Context: an optimization exercise on an open-source flow, tuned for small area and a short achievable clock period. The choices shown serve that exercise and are no tape-out recipe.
In this exercise RTL edits were held to simulation tests only and were not proved equivalent to the original.
Power is estimated from default activity; no workload was simulated.

==> try-xenon: inputs <==
Design midi_framer, start of the top module:
module midi_framer (
    input  wire       clk,
    input  wire       rst,           
    input  wire       in_valid,
    input  wire [7:0] in_byte,
    input  wire       step_en,       
    input  wire       desync_req,    
    output wire       msg_valid,
    output wire [7:0] msg_status,
    output wire [7:0] msg_d1,
    output wire [7:0] msg_d2,
    output wire [1:0] msg_len
);
==> module midi_ring, before the edit <==
module midi_ring (
    input  wire       clk,
    input  wire       rst,
    input  wire       push,
    input  wire [7:0] push_byte,
    input  wire       step_en,
    output wire [7:0] front,        
    output wire       do_pop,       
    output wire       do_check,     
    output wire       ovf
);
    localparam [5:0] CNT0  = 6'd0;     
    localparam [5:0] CNT1  = 6'd1;     
    localparam [5:0] CNT63 = 6'd32;    
    reg [7:0] S [0:62-1];
    reg [5:0] cnt;
    reg       ovf_r;
    reg       phase;                
    reg [7:0] front_r;
    function [5:0] up;
        input [5:0] x;
        up = {x[4:0], x[5] ^ x[4] ^ ~|x[4:0]};
    endfunction
    function [5:0] down;
        input [5:0] y;
        down = {y[0] ^ y[5] ^ ~|y[5:1], y[5:1]};
    endfunction
    wire empty = (cnt == CNT0);
    wire one   = (cnt == CNT1);
    wire full  = (cnt == CNT63);
    assign do_pop   = step_en & ~phase & ~empty;
    assign do_check = step_en & phase;
    assign ovf      = ovf_r;
    assign front    = front_r;
    wire ovfl = push & full & ~do_pop;
    wire [511:0] rd_tab;            
    assign rd_tab[8*2 +: 8] = S[0];    
    assign rd_tab[8*4 +: 8] = S[1];    
    assign rd_tab[8*8 +: 8] = S[2];    
    assign rd_tab[8*16 +: 8] = S[3];    
    assign rd_tab[8*33 +: 8] = S[4];    
    assign rd_tab[8*3 +: 8] = S[5];    
    assign rd_tab[8*6 +: 8] = S[6];    
    assign rd_tab[8*12 +: 8] = S[7];    
    assign rd_tab[8*24 +: 8] = S[8];    
    assign rd_tab[8*49 +: 8] = S[9];    
    assign rd_tab[8*34 +: 8] = S[10];    
    assign rd_tab[8*5 +: 8] = S[11];    
    assign rd_tab[8*10 +: 8] = S[12];    
    assign rd_tab[8*20 +: 8] = S[13];    
    assign rd_tab[8*41 +: 8] = S[14];    
    assign rd_tab[8*19 +: 8] = S[15];    
    assign rd_tab[8*39 +: 8] = S[16];    
    assign rd_tab[8*15 +: 8] = S[17];    
    assign rd_tab[8*30 +: 8] = S[18];    
    assign rd_tab[8*61 +: 8] = S[19];    
    assign rd_tab[8*58 +: 8] = S[20];    
    assign rd_tab[8*52 +: 8] = S[21];    
    assign rd_tab[8*40 +: 8] = S[22];    
    assign rd_tab[8*17 +: 8] = S[23];    
    assign rd_tab[8*35 +: 8] = S[24];    
    assign rd_tab[8*7 +: 8] = S[25];    
    assign rd_tab[8*14 +: 8] = S[26];    
    assign rd_tab[8*28 +: 8] = S[27];    
    assign rd_tab[8*57 +: 8] = S[28];    
    assign rd_tab[8*50 +: 8] = S[29];    
    assign rd_tab[8*36 +: 8] = S[30];    
    assign rd_tab[8*9 +: 8] = S[31];    
    assign rd_tab[8*18 +: 8] = S[32];    
    assign rd_tab[8*37 +: 8] = S[33];    
    assign rd_tab[8*11 +: 8] = S[34];    
    assign rd_tab[8*22 +: 8] = S[35];    
    assign rd_tab[8*45 +: 8] = S[36];    
    assign rd_tab[8*27 +: 8] = S[37];    
    assign rd_tab[8*55 +: 8] = S[38];    
    assign rd_tab[8*46 +: 8] = S[39];    
    assign rd_tab[8*29 +: 8] = S[40];    
    assign rd_tab[8*59 +: 8] = S[41];    
    assign rd_tab[8*54 +: 8] = S[42];    
    assign rd_tab[8*44 +: 8] = S[43];    
    assign rd_tab[8*25 +: 8] = S[44];    
    assign rd_tab[8*51 +: 8] = S[45];    
    assign rd_tab[8*38 +: 8] = S[46];    
    assign rd_tab[8*13 +: 8] = S[47];    
    assign rd_tab[8*26 +: 8] = S[48];    
    assign rd_tab[8*53 +: 8] = S[49];    
    assign rd_tab[8*42 +: 8] = S[50];    
    assign rd_tab[8*21 +: 8] = S[51];    
    assign rd_tab[8*43 +: 8] = S[52];    
    assign rd_tab[8*23 +: 8] = S[53];    
    assign rd_tab[8*47 +: 8] = S[54];    
    assign rd_tab[8*31 +: 8] = S[55];    
    assign rd_tab[8*63 +: 8] = S[56];    
    assign rd_tab[8*62 +: 8] = S[57];    
    assign rd_tab[8*60 +: 8] = S[58];    
    assign rd_tab[8*56 +: 8] = S[59];    
    assign rd_tab[8*48 +: 8] = S[60];    
    assign rd_tab[8*32 +: 8] = S[61];    
    assign rd_tab[8*0 +: 8] = 8'bx;     
    assign rd_tab[8*1 +: 8] = 8'bx;     
    wire [7:0] rd = rd_tab[8*cnt +: 8];
    wire take_in = do_pop ? one : (empty | ovfl);
    integer i;
    always @(posedge clk) begin
        if (push) begin
            S[0] <= push_byte;
            for (i = 1; i < 62; i = i + 1)
                S[i] <= S[i-1];
        end
        front_r <= take_in ? push_byte : (do_pop ? rd : front_r);
    end
    always @(posedge clk) begin
        if (rst) begin
            cnt   <= CNT0;
            ovf_r <= 1'b0;
            phase <= 1'b0;
        end else begin
            if (ovfl)
                cnt <= CNT1;
            else if (push & ~do_pop)
                cnt <= up(cnt);
            else if (do_pop & ~push)
                cnt <= down(cnt);
            if (ovfl)
                ovf_r <= 1'b1;
            else if (do_check)
                ovf_r <= 1'b0;
            if (step_en)
                phase <= ~phase & empty;
        end
    end
endmodule
make LEC_CHECK=0 CAP_MARGIN=20 CORE_MARGIN=2 CORE_UTILIZATION=60 CTS_BUF_LIST='sky130_fd_sc_hd__clkbuf_2 sky130_fd_sc_hd__clkbuf_4 sky130_fd_sc_hd__clkbuf_8' PLACE_DENSITY=0.75 SETUP_SLACK_MARGIN=4.5 SLEW_MARGIN=20 finish   # period 7.0 ns
run.sh (not shown) runs the stock make flow with config.mk's settings and CLKGATE_MAP_FILE= SYNTH_SCRIPT=/design/flow/synth_recipe.tcl, a recipe that flattens the netlist after the stock synthesis.
==> try-garnet (differences from try-xenon) <==
--- a/flow/design.v
+++ b/flow/design.v
@@ -25,15 +25,15 @@
         input [5:0] y;
         down = {y[0] ^ y[5] ^ ~|y[5:1], y[5:1]};
     endfunction
-    wire empty = (cnt == CNT0);
-    wire one   = (cnt == CNT1);
-    wire full  = (cnt == CNT63);
-    assign do_pop   = step_en & ~phase & ~empty;
+    wire empty  = (cnt == CNT0);
+    wire one    = (cnt == CNT1);
+    wire full   = (cnt == CNT63);
+    wire pop_ok = ~phase & ~empty;
+    assign do_pop   = step_en & pop_ok;
     assign do_check = step_en & phase;
     assign ovf      = ovf_r;
     assign front    = front_r;
-    wire ovfl = push & full & ~do_pop;
-    wire [511:0] rd_tab;            
+    wire [511:0] rd_tab;         
     assign rd_tab[8*2 +: 8] = S[0];    
     assign rd_tab[8*4 +: 8] = S[1];    
     assign rd_tab[8*8 +: 8] = S[2];    
@@ -99,7 +99,10 @@
     assign rd_tab[8*0 +: 8] = 8'bx;     
     assign rd_tab[8*1 +: 8] = 8'bx;     
     wire [7:0] rd = rd_tab[8*cnt +: 8];
-    wire take_in = do_pop ? one : (empty | ovfl);
+    wire [7:0] front_pop   = one ? push_byte : rd;
+    wire [7:0] front_nopop = (empty | (push & full)) ? push_byte : front_r;
+    wire [5:0] cnt_pop     = push ? cnt : down(cnt);
+    wire [5:0] cnt_nopop   = push ? (full ? CNT1 : up(cnt)) : cnt;
     integer i;
     always @(posedge clk) begin
         if (push) begin
@@ -107,7 +110,7 @@
             for (i = 1; i < 62; i = i + 1)
                 S[i] <= S[i-1];
         end
-        front_r <= take_in ? push_byte : (do_pop ? rd : front_r);
+        front_r <= do_pop ? front_pop : front_nopop;
     end
     always @(posedge clk) begin
         if (rst) begin
@@ -115,13 +118,8 @@
             ovf_r <= 1'b0;
             phase <= 1'b0;
         end else begin
-            if (ovfl)
-                cnt <= CNT1;
-            else if (push & ~do_pop)
-                cnt <= up(cnt);
-            else if (do_pop & ~push)
-                cnt <= down(cnt);
-            if (ovfl)
+            cnt <= do_pop ? cnt_pop : cnt_nopop;
+            if (~do_pop & push & full)
                 ovf_r <= 1'b1;
             else if (do_check)
                 ovf_r <= 1'b0;
CORE_UTILIZATION = 45   (was 60)
CTS_BUF_LIST = unset   (was sky130_fd_sc_hd__clkbuf_2 sky130_fd_sc_hd__clkbuf_4 sky130_fd_sc_hd__clkbuf_8)
CTS_CLUSTER_DIAMETER = 80   (was unset)
CTS_CLUSTER_SIZE = 25   (was unset)
PLACE_DENSITY = 0.65   (was 0.75)
SETUP_SLACK_MARGIN = 4.6   (was 4.5)
==> try-fjord (differences from try-xenon) <==
SETUP_SLACK_MARGIN = unset   (was 4.5)
==> notes <==
- Of try-fjord and try-garnet, try-garnet has the higher hold slack (gap 0.028 ns).
- Against try-garnet, the critical path depth of try-fjord is higher by 6.
- Clock skew, lowest first: try-garnet, try-xenon, try-fjord.
- Against try-garnet, the sequential power of try-fjord is higher by about 3%.
- Power: try-garnet < try-xenon < try-fjord.
- Register-to-register slack: try-garnet > try-xenon > try-fjord.
- Against try-garnet, the die area of try-xenon is smaller by 25%.
- Sequential share of layout area, lowest first: try-xenon, try-fjord, try-garnet.
- Worst setup slack: try-garnet > try-xenon > try-fjord.
- Of try-xenon and try-fjord, try-xenon has the higher via count (gap about 0.5%, measured against try-fjord).
==> figures <==
|  | try-fjord | try-xenon | try-garnet |
|---|---|---|---|
| Worst clock skew | 0.0312 ns | 0.0262 ns | 0.0164 ns |
| Post-Synthesis Cells | 1,044 | 1,044 | 1,087 |
| Outcome | finished clean | finished clean | finished clean |
| Area share of buffers outside the clock network | 2.14% | 2.84% | 3.97% |
| Synthesized netlist net count | 1,060 | 1,060 | 1,103 |
| GR Util met3 | 5.26% | 6.27% | 3.87% |
| Global-route met1 utilization | 35.9% | 34.8% | 27.5% |
| Setup crit end | u_ring.front_r[7] | u_ring.front_r[2] | msg_d2[3] |
| Largest stage delay on the critical path | 0.87 ns | 0.33 ns | 0.33 ns |
| Hold Path Origin | u_ring.S[30][0] | u_ring.S[27][2] | u_parser.rs[3] |
| Power per cell area | 371 nW/um2 | 368 nW/um2 | 308 nW/um2 |
| Highest-utilization routing layer at the global route stage | met1 | met2 | met1 |
| Maximum frequency from static timing analysis | 305 MHz | 396 MHz | 413 MHz |
| Worst Hold Margin | 0.412 ns | 0.422 ns | 0.440 ns |
| First-pass iteration count of the detailed router | 5 | 5 | 17 |
| Switching Share | 28.0% | 28.7% | 26.2% |
| Non-Filler Cell Area, Final | 23,800 um2 | 23,900 um2 | 23,500 um2 |
| Power share of the sequential group | 48.4% | 47.5% | 57.2% |
| Sw power | 2470 uW | 2520 uW | 1900 uW |
| Via count normalized by instance count | 6.38 | 6.40 | 6.04 |
| Start point of the critical path | u_ring.cnt[0] | step_en | u_parser.d2_q[3] |
| Pre-CTS setup slack | 3.15 ns | 3.10 ns | 3.53 ns |

[static timing again, ports no longer ideal]
In the flow no input, the clock included, has a driving cell. The finished layouts below were timed again as built, in two steps. Step 1 (the two cells are an assumption about what drives the block):
set clk [get_ports {clk}]
set_driving_cell -lib_cell sky130_fd_sc_hd__clkbuf_16 $clk
set_driving_cell -lib_cell sky130_fd_sc_hd__buf_2 [delete_from_list [all_inputs] $clk]
Step 2 adds t to the input delays and takes it off the output delays; t is the mean of the earliest and latest rising clock arrival at the registers after step 1. Input paths then give back, and output paths get back, about the clock's delay inside the block. Three values: no drivers, after step 1, after step 2; two values: the first two.
run | t, ns | slack for setup (ns) | clock arrival spread, ns
try-xenon | 0.676 | 4.473 / 4.473 / 3.796 | 0.027 / 0.027
try-garnet | 0.636 | 4.581 / 4.524 / 4.050 | 0.022 / 0.022
try-fjord | 0.686 | 3.716 / 3.716 / 3.074 | 0.046 / 0.045
After both steps every run listed still meets setup and hold. For try-xenon, which loses most, drivers alone change the setup slack by 0.000 ns; drivers and shift together by -0.677 ns.
